Background: an optimization exercise with open tools, aiming at small area, a short achievable clock period and few clock cycles. Do not read the settings as production practice.
Function was checked by simulation only, so behaviour that the tests miss may differ from the original.

--- design/flow/config.mk ---
export PLATFORM = sky130hd
export DESIGN_NAME = oberon_fpu
export DESIGN_NICKNAME = oberon_fpu
export VERILOG_FILES = /design/flow/design.v
export SDC_FILE = /design/flow/constraint.sdc
export NUM_CORES = 4
export LEC_CHECK = 0
export ABC_AREA = 1
export CAP_MARGIN = 20
export CORE_MARGIN = 2
export CORE_UTILIZATION = 40
export SLEW_MARGIN = 20
--- design/flow/constraint.sdc ---
create_clock -name core_clock -period 16.0 [get_ports {clk}]
set_input_delay 3.2000 -clock core_clock [delete_from_list [all_inputs] [get_ports {clk}]]
set_output_delay 3.2000 -clock core_clock [all_outputs]
set_load 0.01 [all_outputs]
--- design/flow/design.v ---
module oberon_fpu_add_a (
    input  wire [31:0] x,
    input  wire [31:0] y,
    input  wire        u,
    input  wire        v,
    output wire [26:0] sum,       
    output wire [7:0]  e0,        
    output wire [31:0] sp,        
    output wire        use_sp     
);
    wire        xs = x[31];
    wire        ys = y[31];
    wire [7:0]  xe = u ? 8'd150 : x[30:23];
    wire [7:0]  ye = y[30:23];
    wire [31:0] xm = {7'b0, 1'b1, x[22:0], 1'b0};
    wire [31:0] x0 = u ? {{7{x[23]}}, x[23:0], 1'b0}
                       : (xs ? (32'b0 - xm) : xm);
    wire [31:0] ym = {7'b0, (~u & ~v), y[22:0], 1'b0};
    wire [31:0] y0 = ys ? (32'b0 - ym) : ym;
    wire        ybig = (ye > xe);
    wire [7:0]  d    = ybig ? (ye - xe) : (xe - ye);
    wire [4:0]  dsat = (d > 8'd31) ? 5'd31 : d[4:0];
    assign      e0   = ybig ? ye : xe;
    wire [31:0] sh   = $signed(ybig ? x0 : y0) >>> dsat;
    wire [24:0] x3   = ybig ? sh[24:0] : x0[24:0];
    wire [24:0] y3   = ybig ? y0[24:0] : sh[24:0];
    assign sum = {xs, xs, x3} + {ys, ys, y3};
    wire xz = (x[30:0] == 31'b0);
    wire yz = (y[30:0] == 31'b0);
    assign use_sp = ~v & (xz | yz);
    assign sp     = xz ? ((u | yz) ? 32'b0 : y) : x;
endmodule
module oberon_fpu_add_b (
    input  wire [26:0] sum,
    input  wire [7:0]  e0,
    input  wire [31:0] sp,
    input  wire        use_sp,
    input  wire        v,
    output reg  [31:0] z
);
    wire        neg  = sum[26];
    wire [26:0] s    = (sum ^ {27{neg}}) + (neg ? 27'd2 : 27'd1);
    wire [25:0] t3a  = s[26:1];
    reg  [4:0]  lz;
    integer k;
    always @(*) begin
        lz = 5'd0;
        for (k = 0; k <= 24; k = k + 1)
            if (t3a[k]) lz = 5'd24 - k[4:0];
    end
    wire        big  = (s[25:2] != 24'b0);
    wire [9:0]  e1   = {2'b0, e0} + 10'd1 - (big ? {5'b0, lz} : 10'd24);
    wire [24:0] t3   = big ? (t3a[24:0] << lz) : {t3a[0], 24'b0};
    wire [31:0] flr  = {{6{sum[26]}}, sum[26:1]};
    always @(*) begin
        if (v)
            z = flr;
        else if (use_sp)
            z = sp;
        else if (t3 == 25'b0 || e1[8])
            z = 32'b0;
        else
            z = {sum[26], e1[7:0], t3[23:1]};
    end
endmodule
module oberon_fpu (
    input  wire        clk,
    input  wire        rst,           
    input  wire        in_valid,
    output wire        in_ready,
    input  wire [2:0]  in_op,         
    input  wire        in_u,
    input  wire        in_v,
    input  wire [31:0] in_x,
    input  wire [31:0] in_y,
    output reg         out_valid,
    output reg  [31:0] out_result,
    output reg  [31:0] out_h
);
    localparam [2:0] OP_FSB = 3'd1, OP_FML = 3'd2,
                     OP_FDV = 3'd3, OP_MUL = 3'd4, OP_DIV = 3'd5;
    reg        rv;            
    reg [2:0]  op;
    reg        opu, opv;
    reg [31:0] X, Y;
    reg [3:0]  cnt;           
    reg        first;         
    reg        dneg;          
    reg        pre;           
    reg        fixph;         
    wire is_mul = (op == OP_MUL);
    wire is_fml = (op == OP_FML);
    wire is_div = (op == OP_DIV);
    wire is_fdv = (op == OP_FDV);
    wire is_mm  = is_mul | is_fml;
    wire is_dd  = is_div | is_fdv;
    wire is_fad = ~(is_mm | is_dd);
    reg last;
    always @(*) begin
        if (is_mul)      last = (cnt == 4'd3);
        else if (is_fml) last = (cnt == 4'd2);
        else if (is_div) last = (cnt == 4'd15);
        else if (is_fdv) last = (cnt == 4'd12);
        else             last = 1'b1;
    end
    wire run  = rv & ~pre & ~fixph;                  
    wire done = rv & ~pre & (fixph | (last & ~dneg));  
    assign in_ready = ~rv | done;
    wire accept = in_valid & in_ready;
    reg [32:0] HI;
    reg [31:0] LO;
    wire [32:0] mM  = is_fml ? {9'b0, 1'b1, X[22:0]} : {~opu & X[31], X};
    wire [31:0] mb  = first ? (is_fml ? {8'b0, 1'b1, Y[22:0]} : Y) : LO;
    wire [32:0] mH  = first ? 33'b0 : HI;
    wire        mneg = is_mul & ~opu & (cnt == 4'd3);    
    wire [41:0] mMe = {{9{mM[32]}}, mM};
    reg  [41:0] mS;
    integer j;
    always @(*) begin
        mS = {{9{mH[32]}}, mH};
        for (j = 0; j < 7; j = j + 1)
            mS = mS + ((mb[j] ? mMe : 42'b0) << j);
        mS = mS + ((mb[7] ? (mneg ? ~mMe : mMe) : 42'b0) << 7) + ({41'b0, mb[7] & mneg} << 7);
    end
    wire [31:0] dD  = is_fdv ? {8'b0, 1'b1, Y[22:0]} : Y;
    wire [31:0] dR0 = first ? (is_fdv ? {9'b0, 1'b1, X[22:1]} : 32'b0) : HI[31:0];
    wire [31:0] dQ0 = first ? (is_fdv ? {X[0], 31'b0} : X) : LO;
    wire [31:0] dwa = {dR0[30:0], dQ0[31]};
    wire [31:0] dva = dwa - dD;
    wire [31:0] dR1 = dva[31] ? dwa : dva;
    wire [31:0] dwb = {dR1[30:0], dQ0[30]};
    wire [31:0] dvb = dwb - dD;
    wire [31:0] dR2 = dvb[31] ? dwb : dvb;
    wire [31:0] dQ2 = {dQ0[29:0], ~dva[31], ~dvb[31]};
    wire [26:0] fa_sum;
    wire [7:0]  fa_e0;
    wire [31:0] fa_sp;
    wire        fa_use_sp;
    oberon_fpu_add_a u_add_a (
        .x      (X),
        .y      ((op == OP_FSB) ? (Y ^ 32'h80000000) : Y),
        .u      (opu),
        .v      (opv),
        .sum    (fa_sum),
        .e0     (fa_e0),
        .sp     (fa_sp),
        .use_sp (fa_use_sp)
    );
    wire [7:0] xe = X[30:23];
    wire [7:0] ye = Y[30:23];
    reg  [2:0] pop;
    reg        pvalid, psign, pz1, pz2, pneg;
    reg  [9:0] pE;
    reg  [9:0] nE;
    reg        nz1, nz2;
    always @(*) begin
        if (is_fml) begin
            nE  = {2'b0, xe} + {2'b0, ye} - 10'd127;
            nz1 = (xe == 8'd0) | (ye == 8'd0);
            nz2 = 1'b0;
        end else if (is_fdv) begin
            nE  = {2'b0, xe} - {2'b0, ye} + 10'd126;
            nz1 = (xe == 8'd0);
            nz2 = (ye == 8'd0);
        end else begin
            nE  = {2'b0, fa_e0};
            nz1 = fa_use_sp;
            nz2 = opv;
        end
    end
    always @(posedge clk) begin
        if (is_mm) begin
            HI <= mS[40:8];
            LO <= {mS[7:0], mb[31:8]};
        end else if (is_dd) begin
            HI <= {1'b0, dR2};
            LO <= dQ2;
        end else begin
            HI <= {1'b0, fa_sp};
            LO <= {5'b0, fa_sum};
        end
        pop   <= op;
        pE    <= nE;
        psign <= X[31] ^ Y[31];
        pz1   <= nz1;
        pz2   <= nz2;
        pneg  <= dneg;
        if (accept) begin
            op    <= in_op;
            opu   <= in_u;
            opv   <= in_v;
            X     <= in_x;
            Y     <= in_y;
            dneg  <= (in_op == OP_DIV) & ~in_u & in_x[31];
            pre   <= (in_op == OP_DIV) & ~in_u & in_x[31];
        end else begin
            if (pre) X <= 32'b0 - X;
            pre <= 1'b0;
        end
        if (accept) begin
            cnt   <= 4'd0;
            first <= 1'b1;
        end else if (run) begin
            cnt   <= cnt + 4'd1;
            first <= 1'b0;
        end
        if (rst) begin
            rv     <= 1'b0;
            fixph  <= 1'b0;
            pvalid <= 1'b0;
        end else begin
            if (accept)    rv <= 1'b1;
            else if (done) rv <= 1'b0;
            fixph  <= ~accept & run & last & dneg;
            pvalid <= run & last;
        end
    end
    wire [31:0] fad_z;
    oberon_fpu_add_b u_add_b (
        .sum    (LO[26:0]),
        .e0     (pE[7:0]),
        .sp     (HI[31:0]),
        .use_sp (pz1),
        .v      (pz2),
        .z      (fad_z)
    );
    wire [31:0] sgn = {psign, 31'b0};
    wire        fm47 = HI[23];
    wire [23:0] fz0  = (fm47 ? {HI[22:0], LO[31]} : {HI[21:0], LO[31:30]}) + 24'd1;
    wire [9:0]  fe1  = pE + {9'b0, fm47};
    reg  [31:0] fml_out;
    always @(*) begin
        if (pz1)            fml_out = 32'b0;
        else if (!fe1[8])   fml_out = sgn | {1'b0, fe1[7:0], fz0[23:1]};
        else if (!fe1[7])   fml_out = sgn | {1'b0, 8'hFF, fz0[23:1]};
        else                fml_out = 32'b0;
    end
    wire [23:0] dq2 = LO[25] ? LO[24:1] : LO[23:0];
    wire [23:0] dq3 = dq2 + 24'd1;
    wire [9:0]  de1 = pE + {9'b0, LO[25]};
    reg  [31:0] fdv_out;
    always @(*) begin
        if (pz1)            fdv_out = 32'b0;
        else if (pz2)       fdv_out = sgn | 32'h7F800000;
        else if (!de1[8])   fdv_out = sgn | {1'b0, de1[7:0], dq3[23:1]};
        else if (!de1[7])   fdv_out = sgn | {1'b0, 8'hFF, dq2[23:1]};
        else                fdv_out = 32'b0;
    end
    wire        rz    = (HI[31:0] == 32'b0);
    wire [31:0] q_fix = ~LO + {31'b0, rz};
    wire [31:0] r_fix = rz ? 32'b0 : (Y - HI[31:0]);
    always @(posedge clk) begin
        case (pop)
            OP_MUL: out_result <= LO;
            OP_DIV: out_result <= pneg ? q_fix : LO;
            OP_FML: out_result <= fml_out;
            OP_FDV: out_result <= fdv_out;
            default: out_result <= fad_z;
        endcase
        out_h <= (pop == OP_DIV && pneg) ? r_fix : HI[31:0];
        if (rst) out_valid <= 1'b0;
        else     out_valid <= pvalid;
    end
endmodule
--- design/flow/run.sh ---
#!/bin/bash
# synth_recipe.tcl (not shown) runs the flow's synth.tcl, then flattens the netlist and writes it again
# the make line also repeats each setting of config.mk as NAME=value (left out here)
make -C /OpenROAD-flow-scripts/flow DESIGN_CONFIG=/design/flow/config.mk WORK_HOME=/design/flow/orfs CLKGATE_MAP_FILE= SYNTH_SCRIPT=/design/flow/synth_recipe.tcl finish
==> flow_summary.ini, run 1 <==
[sta]
worst_slew_pin_slew_ns = 1.12
whs_ns = 0.428
fmax_mhz = 92.4
skew_ns = 0.0215
slew_viol_final = 0
finalCriticalPeriod_ns = 10.82
postLayoutSetupSlackWorst_ns = 5.18
setup_viol = 0
slew_headroom = 0.249
finalSetupTns_ns = 0
hold_violations = 0
rsz0062_at_grt = no
post-route-period-util = 0.676

[clocking]
cts_buffers = 30
clk_pin_slew_worst_paths_ns = 0.06
ctsHtreeMaxLevel = 1
post_cts_buffers = 0
cts_tree = yes
cts_hold_buf = 0
clock_latency_ns = 0.64
cts_resized = 0
cts_sinks = 225
clk_path_buf_depth = 3
clockRootBuffer = clkbuf_16

[global_route]
grt.total_usage = 0.352
grt_pass1_wl_mm = 244
grt_overflow = 0
antenna_found_initial = 5
grt_pass1_vias = 36900
grt_max_degree = 87

[synth]
avgSynthCellArea_um2 = 6.54
synthFlopType = dfxtp_1
yosysTopAreaCellShare = 0.140
syn_nets = 6093
seq_area_frac_synth = 0.145
synth_cell_type_count = 72
synth_edf_count = 70
ys_seq_elements = 225
async_flop_share = 0
netlist_area_mm2 = 0.0359
synth.area.top_cells = fa_1 (14%), nand2_1 (14%), ha_1 (9.6%)
yosysWarnings = 2
syn-instance-count = 5494
synth_area_leader_cell = fa_1

[cells_and_area]
instances_no_fill = 6693
drive_above_1_share = 0.0362
seqCellArea_mm2 = 0.00521
multi_input_area_mm2 = 0.0266
layout_common_cells = nand2_1 (1309), inv_1 (806), o21ai_0 (464)
num_antenna_cells = 0
layout_commonest_cell = nand2_1
n_fill_cell = 9399
syn_to_final_growth_pct = 9.83
fin_util = 0.445
nNetsFinal = 6103

[floorplanning]
dieArea_mm2 = 0.0922
rows = 109
start_util = 0.405
pin_count = 138
fp.coreArea_mm2 = 0.0886
fp.dieH_um = 304
fp.dieW_um = 304

[worst_setup_path]
crit_type = flip-flop to flip-flop
worstPathMaxFanout = 25
slowest_stage = xor2_1
required_ns = 16.58
crit_top_cell = nand2_1
critPathCaptureType = flip-flop
cp-start-kind = flip-flop
critPathMaxStageDelay_ns = 0.76
worstPathArrival_ns = 11.41

[place]
hpwl_mm = 134
gp_congestion = 1.04
pre_cts_ws_ns = 5.54
portBuffers = 137
placed_cells = 6637

[routing]
ant_nets = 0
wl_per_cell_um = 25.0
vias_per_cell = 5.84
drtIter0Drc = 4724
vias = 39100
drtPass1Iterations = 10
drc = 0
totalWireLength_mm = 167

[outcome]
status = finished clean

[min_path]
hold_path_class = flip-flop to flip-flop

[run]
maxCapViolCount = 0
state kept, by name, summed over array words and instances, names as in the netlist, 4 cells and up:
| register | flops |
|---|---|
| pE | 9 |
| out_h | 32 |
| LO | 32 |
| out_result | 32 |
| cnt | 4 |
| HI | 33 |
| Y | 32 |
| X | 32 |
final cells by class:
class | instances | area share
flip-flops and latches | 225 | 0.132
clock inverters | 17 | 0.00346
repair buffers | 216 | 0.0501
multi-input cells | 4197 | 0.676
clock buffers | 39 | 0.0223
well taps | 1165 | 0.0370
inverters | 834 | 0.0795
cells in the mapped netlist (4+ instances only):
cell type	instances
a21o_1	10
o31ai_1	44
buf_4	6
nand2_1	1310
clkinv_1	19
a21boi_0	5
a21boi_1	4
a31oi_1	29
a22oi_1	21
inv_2	6
nor4_1	28
nor2_1	438
o221ai_1	10
o21ai_1	15
a221oi_1	9
a21oi_1	376
xor2_1	144
o311ai_0	7
o211ai_1	44
clkbuf_1	188
nand3_1	322
o22ai_1	51
buf_2	20
o21a_1	5
o21ai_0	465
inv_1	808
o32ai_1	4
mux2i_1	5
o21bai_1	17
nand3b_1	7
nor3_1	71
a32oi_1	13
ha_1	276
xnor2_1	100
nor2_2	4
dfxtp_1	155
edfxtp_1	70
nand4_1	47
fa_1	251
a211oi_1	8
or2_2	15
buf_1	20
through the flow:
step                cell area [um2]
floorplan                     35900
global placement              38400
detailed placement            38400
CTS                           39400
global route                  39400
finish                        39400
cell families (layout without fill, tap and decap cells):
kind of cell / Yosys count / count (layout) / synth area share
AOI/OAI and AO/OA: 1157 / 1157 / 0.182
xor gates and xnor gates: 245 / 245 / 0.0600
adders and majority gates: 527 / 527 / 0.236
buffers and inverters: 1072 / 1106 / 0.114
DFF: 225 / 225 / 0.145
muxes: 5 / 5 / 0.00139
and+or+nand+nor: 2263 / 2263 / 0.261
path summary, 6_finish.rpt:
kind	from	endpoint	slack [ns]	cells past startpoint
setup / recovery	op[2]	HI[1]	5.18	49
hold / removal	pvalid	out_valid	0.43	2
setup reg to reg	op[2]	HI[1]	5.18	49
hold reg to reg	pvalid	out_valid	0.43	2
worst max-delay path, delay by kind of cell, from the launching register on:
| family | cells | cell delay, ns |
|---|---|---|
| flip-flops | 1 | 0.43 |
| multiplexers | 1 | 0.47 |
| buffers and inverters | 8 | 1.52 |
| XOR/XNOR | 2 | 1.00 |
| AO/OA/AOI/OAI | 18 | 4.19 |
| AND/OR/NAND/NOR | 18 | 2.39 |
| adder cells (fa/ha/maj) | 2 | 0.71 |
layer usage:
layer	global-route usage	routed length [um]	share of wire	up-vias
met5	0	35	0.00021	-
met4	0.175	10000	0.060	6
met3	0.0561	15600	0.093	445
met2	0.550	72900	0.44	2149
met1	0.471	68800	0.41	18600
li1	-	-	-	17900
Testbench counts, summed over its fixed seeds: cycles 28,286.
==> run 2, diff against run 1 <==
--- a/design/flow/design.v
+++ b/design/flow/design.v
@@ -86,8 +86,11 @@
     reg [3:0]  cnt;           
     reg        first;         
     reg        dneg;          
+    reg        ini;           
     reg        pre;           
-    reg        fixph;         
+    reg        fix1;          
+    reg        fix2;          
+    reg        rzr;           
     wire is_mul = (op == OP_MUL);
     wire is_fml = (op == OP_FML);
     wire is_div = (op == OP_DIV);
@@ -99,18 +102,18 @@
     always @(*) begin
         if (is_mul)      last = (cnt == 4'd3);
         else if (is_fml) last = (cnt == 4'd2);
-        else if (is_div) last = (cnt == 4'd15);
-        else if (is_fdv) last = (cnt == 4'd12);
+        else if (is_div) last = (cnt == 4'd10);
+        else if (is_fdv) last = (cnt == 4'd8);
         else             last = 1'b1;
     end
-    wire run  = rv & ~pre & ~fixph;                  
-    wire done = rv & ~pre & (fixph | (last & ~dneg));  
+    wire run  = rv & ~pre & ~fix1 & ~fix2;           
+    wire done = rv & (fix2 | (run & last & ~dneg));  
     assign in_ready = ~rv | done;
     wire accept = in_valid & in_ready;
     reg [32:0] HI;
-    reg [31:0] LO;
+    reg [32:0] LO;
     wire [32:0] mM  = is_fml ? {9'b0, 1'b1, X[22:0]} : {~opu & X[31], X};
-    wire [31:0] mb  = first ? (is_fml ? {8'b0, 1'b1, Y[22:0]} : Y) : LO;
+    wire [31:0] mb  = first ? (is_fml ? {8'b0, 1'b1, Y[22:0]} : Y) : LO[31:0];
     wire [32:0] mH  = first ? 33'b0 : HI;
     wire        mneg = is_mul & ~opu & (cnt == 4'd3);    
     wire [41:0] mMe = {{9{mM[32]}}, mM};
@@ -122,16 +125,31 @@
             mS = mS + ((mb[j] ? mMe : 42'b0) << j);
         mS = mS + ((mb[7] ? (mneg ? ~mMe : mMe) : 42'b0) << 7) + ({41'b0, mb[7] & mneg} << 7);
     end
-    wire [31:0] dD  = is_fdv ? {8'b0, 1'b1, Y[22:0]} : Y;
-    wire [31:0] dR0 = first ? (is_fdv ? {9'b0, 1'b1, X[22:1]} : 32'b0) : HI[31:0];
-    wire [31:0] dQ0 = first ? (is_fdv ? {X[0], 31'b0} : X) : LO;
-    wire [31:0] dwa = {dR0[30:0], dQ0[31]};
+    reg  [31:0] dD, dRi;
+    reg  [32:0] dQi;
+    always @(*) begin
+        if (pre)         dD = X;
+        else if (fix1)   dD = HI[31:0];
+        else if (is_fdv) dD = {8'b0, 1'b1, Y[22:0]};
+        else             dD = Y;
+        if (fix1)        begin dRi = {1'b0, Y[31:1]};  dQi = {Y[0], X}; end
+        else if (fix2)   begin dRi = {32{~rzr}};      dQi = {~rzr, X}; end
+        else if (is_fdv) begin dRi = {10'b0, 1'b1, X[22:2]}; dQi = {X[1:0], 31'b0}; end
+        else             begin dRi = 32'b0;           dQi = {1'b0, X}; end
+    end
+    wire [31:0] dR0 = ini ? dRi : HI[31:0];
+    wire [32:0] dQ0 = ini ? dQi : LO;
+    wire [31:0] dwa = {dR0[30:0], dQ0[32]};
     wire [31:0] dva = dwa - dD;
-    wire [31:0] dR1 = dva[31] ? dwa : dva;
-    wire [31:0] dwb = {dR1[30:0], dQ0[30]};
+    wire        dta = ~dva[31] & ~first;
+    wire [31:0] dR1 = dta ? dva : dwa;
+    wire [31:0] dwb = {dR1[30:0], dQ0[31]};
     wire [31:0] dvb = dwb - dD;
     wire [31:0] dR2 = dvb[31] ? dwb : dvb;
-    wire [31:0] dQ2 = {dQ0[29:0], ~dva[31], ~dvb[31]};
+    wire [31:0] dwc = {dR2[30:0], dQ0[30]};
+    wire [31:0] dvc = dwc - dD;
+    wire [31:0] dR3 = dvc[31] ? dwc : dvc;
+    wire [32:0] dQ3 = {dQ0[29:0], dta, ~dvb[31], ~dvc[31]};
     wire [26:0] fa_sum;
     wire [7:0]  fa_e0;
     wire [31:0] fa_sp;
@@ -149,7 +167,7 @@
     wire [7:0] xe = X[30:23];
     wire [7:0] ye = Y[30:23];
     reg  [2:0] pop;
-    reg        pvalid, psign, pz1, pz2, pneg;
+    reg        pvalid, psign, pz1, pz2, pmask;
     reg  [9:0] pE;
     reg  [9:0] nE;
     reg        nz1, nz2;
@@ -171,20 +189,21 @@
     always @(posedge clk) begin
         if (is_mm) begin
             HI <= mS[40:8];
-            LO <= {mS[7:0], mb[31:8]};
+            LO <= {1'b0, mS[7:0], mb[31:8]};
         end else if (is_dd) begin
-            HI <= {1'b0, dR2};
-            LO <= dQ2;
+            HI <= fix2 ? {1'b0, X} : {1'b0, dR3};
+            LO <= fix2 ? {1'b0, dva} : dQ3;
         end else begin
             HI <= {1'b0, fa_sp};
-            LO <= {5'b0, fa_sum};
+            LO <= {6'b0, fa_sum};
         end
         pop   <= op;
         pE    <= nE;
         psign <= X[31] ^ Y[31];
         pz1   <= nz1;
         pz2   <= nz2;
-        pneg  <= dneg;
+        pmask <= fix2 & rzr;
+        if (fix1) rzr <= (HI[31:0] == 32'b0);
         if (accept) begin
             op    <= in_op;
             opu   <= in_u;
@@ -194,25 +213,32 @@
             dneg  <= (in_op == OP_DIV) & ~in_u & in_x[31];
             pre   <= (in_op == OP_DIV) & ~in_u & in_x[31];
         end else begin
-            if (pre) X <= 32'b0 - X;
+            if (pre | fix1) X <= dva;
+            if (fix1)       Y <= LO[31:0];
             pre <= 1'b0;
         end
         if (accept) begin
             cnt   <= 4'd0;
             first <= 1'b1;
+            ini   <= 1'b1;
         end else if (run) begin
             cnt   <= cnt + 4'd1;
             first <= 1'b0;
+            ini   <= last & dneg;
+        end else if (fix1) begin
+            ini   <= 1'b1;
         end
         if (rst) begin
             rv     <= 1'b0;
-            fixph  <= 1'b0;
+            fix1   <= 1'b0;
+            fix2   <= 1'b0;
             pvalid <= 1'b0;
         end else begin
             if (accept)    rv <= 1'b1;
             else if (done) rv <= 1'b0;
-            fixph  <= ~accept & run & last & dneg;
-            pvalid <= run & last;
+            fix1   <= run & last & dneg;
+            fix2   <= fix1;
+            pvalid <= (run & last & ~dneg) | fix2;
         end
     end
     wire [31:0] fad_z;
@@ -246,18 +272,14 @@
         else if (!de1[7])   fdv_out = sgn | {1'b0, 8'hFF, dq2[23:1]};
         else                fdv_out = 32'b0;
     end
-    wire        rz    = (HI[31:0] == 32'b0);
-    wire [31:0] q_fix = ~LO + {31'b0, rz};
-    wire [31:0] r_fix = rz ? 32'b0 : (Y - HI[31:0]);
     always @(posedge clk) begin
         case (pop)
-            OP_MUL: out_result <= LO;
-            OP_DIV: out_result <= pneg ? q_fix : LO;
+            OP_MUL, OP_DIV: out_result <= LO[31:0];
             OP_FML: out_result <= fml_out;
             OP_FDV: out_result <= fdv_out;
             default: out_result <= fad_z;
         endcase
-        out_h <= (pop == OP_DIV && pneg) ? r_fix : HI[31:0];
+        out_h <= pmask ? 32'b0 : HI[31:0];
         if (rst) out_valid <= 1'b0;
         else     out_valid <= pvalid;
     end
--- a/design/flow/config.mk
+++ b/design/flow/config.mk
@@ -8,5 +8,6 @@
 export ABC_AREA = 1
 export CAP_MARGIN = 20
 export CORE_MARGIN = 2
-export CORE_UTILIZATION = 40
+export CORE_UTILIZATION = 50
+export SETUP_SLACK_MARGIN = 5
 export SLEW_MARGIN = 20
==> flow_summary.ini, run 2 <==
[global_route]
antenna_found_initial = 11
grt_pass1_vias = 39100
grt_overflow = 0
grt.total_usage = 0.452
grt_max_degree = 97
grt_pass1_wl_mm = 257

[floorplanning]
dieArea_mm2 = 0.0763
fp.dieH_um = 276
fp.dieW_um = 276
pin_count = 138
rows = 99
fp.coreArea_mm2 = 0.0731
start_util = 0.507

[routing]
vias = 42100
ant_nets = 0
vias_per_cell = 6.32
drtIter0Drc = 6280
drc = 0
wl_per_cell_um = 26.6
totalWireLength_mm = 177
drtPass1Iterations = 10

[sta]
fmax_mhz = 95.5
worst_slew_pin_slew_ns = 1.24
post-route-period-util = 0.654
hold_violations = 0
skew_ns = 0.0277
finalSetupTns_ns = 0
rsz0062_at_grt = no
finalCriticalPeriod_ns = 10.47
slew_headroom = 0.168
slew_viol_final = 0
setup_viol = 0
postLayoutSetupSlackWorst_ns = 5.53

[cells_and_area]
instances_no_fill = 6665
drive_above_1_share = 0.0477
syn_to_final_growth_pct = 9.66
layout_common_cells = nand2_1 (1304), inv_1 (740), o21ai_0 (577)
top_regs = HI (33), LO (33)
nNetsFinal = 6278
layout_commonest_cell = nand2_1
fin_util = 0.556

[synth]
synth-xor-area-share = 0.0544
syn-instance-count = 5691
async_flop_share = 0
synth-compound-area-share = 0.211
seq_area_frac_synth = 0.143
yosys.cell_count.top_type = nand2_1
ys_seq_elements = 229
netlist_area_mm2 = 0.0370
synth_commonest_cells = nand2_1 (1307), inv_1 (744), o21ai_0 (590), a21oi_1 (464), nor2_1 (413)
synth.area.top_cells = fa_1 (14%), nand2_1 (13%), ha_1 (9.4%)
synthSimpleGateAreaFrac = 0.252
synth_area_leader_cell = fa_1
yosysWarnings = 2
synth_edf_count = 71
avgSynthCellArea_um2 = 6.51
synth_cell_type_count = 68
syn_nets = 6292
synthFlopType = dfxtp_1
synth_fa_ha_area_frac = 0.230
yosysTopAreaCellShare = 0.136
synthMuxAreaShare = 0.000541
synth_top_family_by_area = simple AND/OR/NAND/NOR gates

[worst_setup_path]
crit_type = flip-flop to flip-flop
slowest_stage = ha_1
worstPathMaxFanout = 41
critPathCaptureType = flip-flop
required_ns = 16.47
cp_top_family = compound AO/OA/AOI/OAI gates
path_buf_inv = 11
crit_top_cell = nand2_1
cp-start-kind = flip-flop
critPathMaxStageDelay_ns = 0.40
worstPathArrival_ns = 10.94

[run]
maxCapViolCount = 0

[clocking]
ctsHtreeMaxLevel = 2
clock_latency_ns = 0.61
clk_pin_slew_worst_paths_ns = 0.07
cts_tree = yes
clockRootBuffer = clkbuf_16
cts_sinks = 229
cts_hold_buf = 0
cts_buffers = 34
clk_path_buf_depth = 3

[place]
pre_cts_ws_ns = 3.87
hpwl_mm = 139
gp_congestion = 1.07
placed_cells = 6589
portBuffers = 137

[outcome]
status = finished clean

[min_path]
hold_path_class = flip-flop to flip-flop
==> run 2: changes by cell type in the layout (fill, tap and decap cells not counted), moves of 25 or more <==
cell,delta
a21oi_1,+85
o31ai_1,-34
o21ai_1,+35
inv_1,-66
nor2_1,-25
o21ai_0,+113
==> run 2: path summary, 6_finish.rpt <==
check	startpoint	to	slack, ns	depth (start not counted)
worst max register to register	fix2	HI[29]	5.53	66
worst min-delay path	op[1]	pop[1]	0.43	0
worst max-delay path	fix2	HI[29]	5.53	66
worst min register to register	op[1]	pop[1]	0.43	0
==> run 2: layer usage <==
metal | share of wire | global-route usage | up-vias
met5 | 0.00032 | 0 | -
met4 | 0.074 | 0.273 | 8
met3 | 0.13 | 0.125 | 625
met2 | 0.41 | 0.656 | 2967
met1 | 0.38 | 0.598 | 19800
li1 | - | - | 18800
==> run 2: stage by stage <==
stage,hold WS (ns),area (um2)
floorplan,0.371,37000
global placement,0.387,39200
detailed placement,0.410,39200
CTS,0.424,40400
global route,0.439,40600
finish,0.425,40600
==> run 2: cell type report <==
class | count | area (um2)
diodes | 3 | 7.51
clock buffers | 43 | 926
clock inverters | 19 | 240
fillers | 7499 | 32500
inverters | 773 | 2920
multi-input cells | 4408 | 27900
flip-flops and latches | 229 | 5300
well taps | 959 | 1200
repair buffers | 230 | 2110
repair inverters | 1 | 5.00
==> run 2: kinds of logic (layout without fill, tap and decap cells) <==
kind of cell / Yosys count / after routing
AO/OA/AOI/OAI: 1409 / 1409
XOR/XNOR: 222 / 222
adder cells (fa/ha/maj): 529 / 529
buffers and inverters: 1055 / 1066
flip-flops: 229 / 229
multiplexers: 2 / 2
other: 0 / 3
AND/OR/NAND/NOR: 2245 / 2246
==> run 2: repair_timing <==
item / CTS / global route
pin swaps: 0 / 3
setup endpoints to repair: 33 / 33
cloned: 0 / 2
gates resized for setup: 19 / 34
buffers inserted: 0 / 9
endpoints found under the hold margin: 0 / 0
Testbench counts of run 2, summed over its fixed seeds: cycles 23,294.

[afterwards: timing with drivers on the ports]
The results above use ideal ports. As a check the final layouts listed here were re-extracted and re-timed, cells and wires unchanged.
Step 1, drivers: a clkbuf_16 drives clk and a buf_2 each remaining input, both assumed.
Step 2 also shifts input and output timing later by t, the mid clock arrival at the registers, as if the neighbouring blocks saw the same clock.
Slacks: ideal ports / drivers / drivers and shift; pairs: ideal ports / drivers.
run | t (ns) | setup slack, ns | hold WS [ns]
run 1 | 0.698 | 5.177 / 5.177 / 5.177 | 0.428 / 0.428 / 0.428
run 2 | 0.665 | 5.532 / 5.532 / 5.532 | 0.425 / 0.425 / 0.425
After both steps every run listed still meets setup and hold.
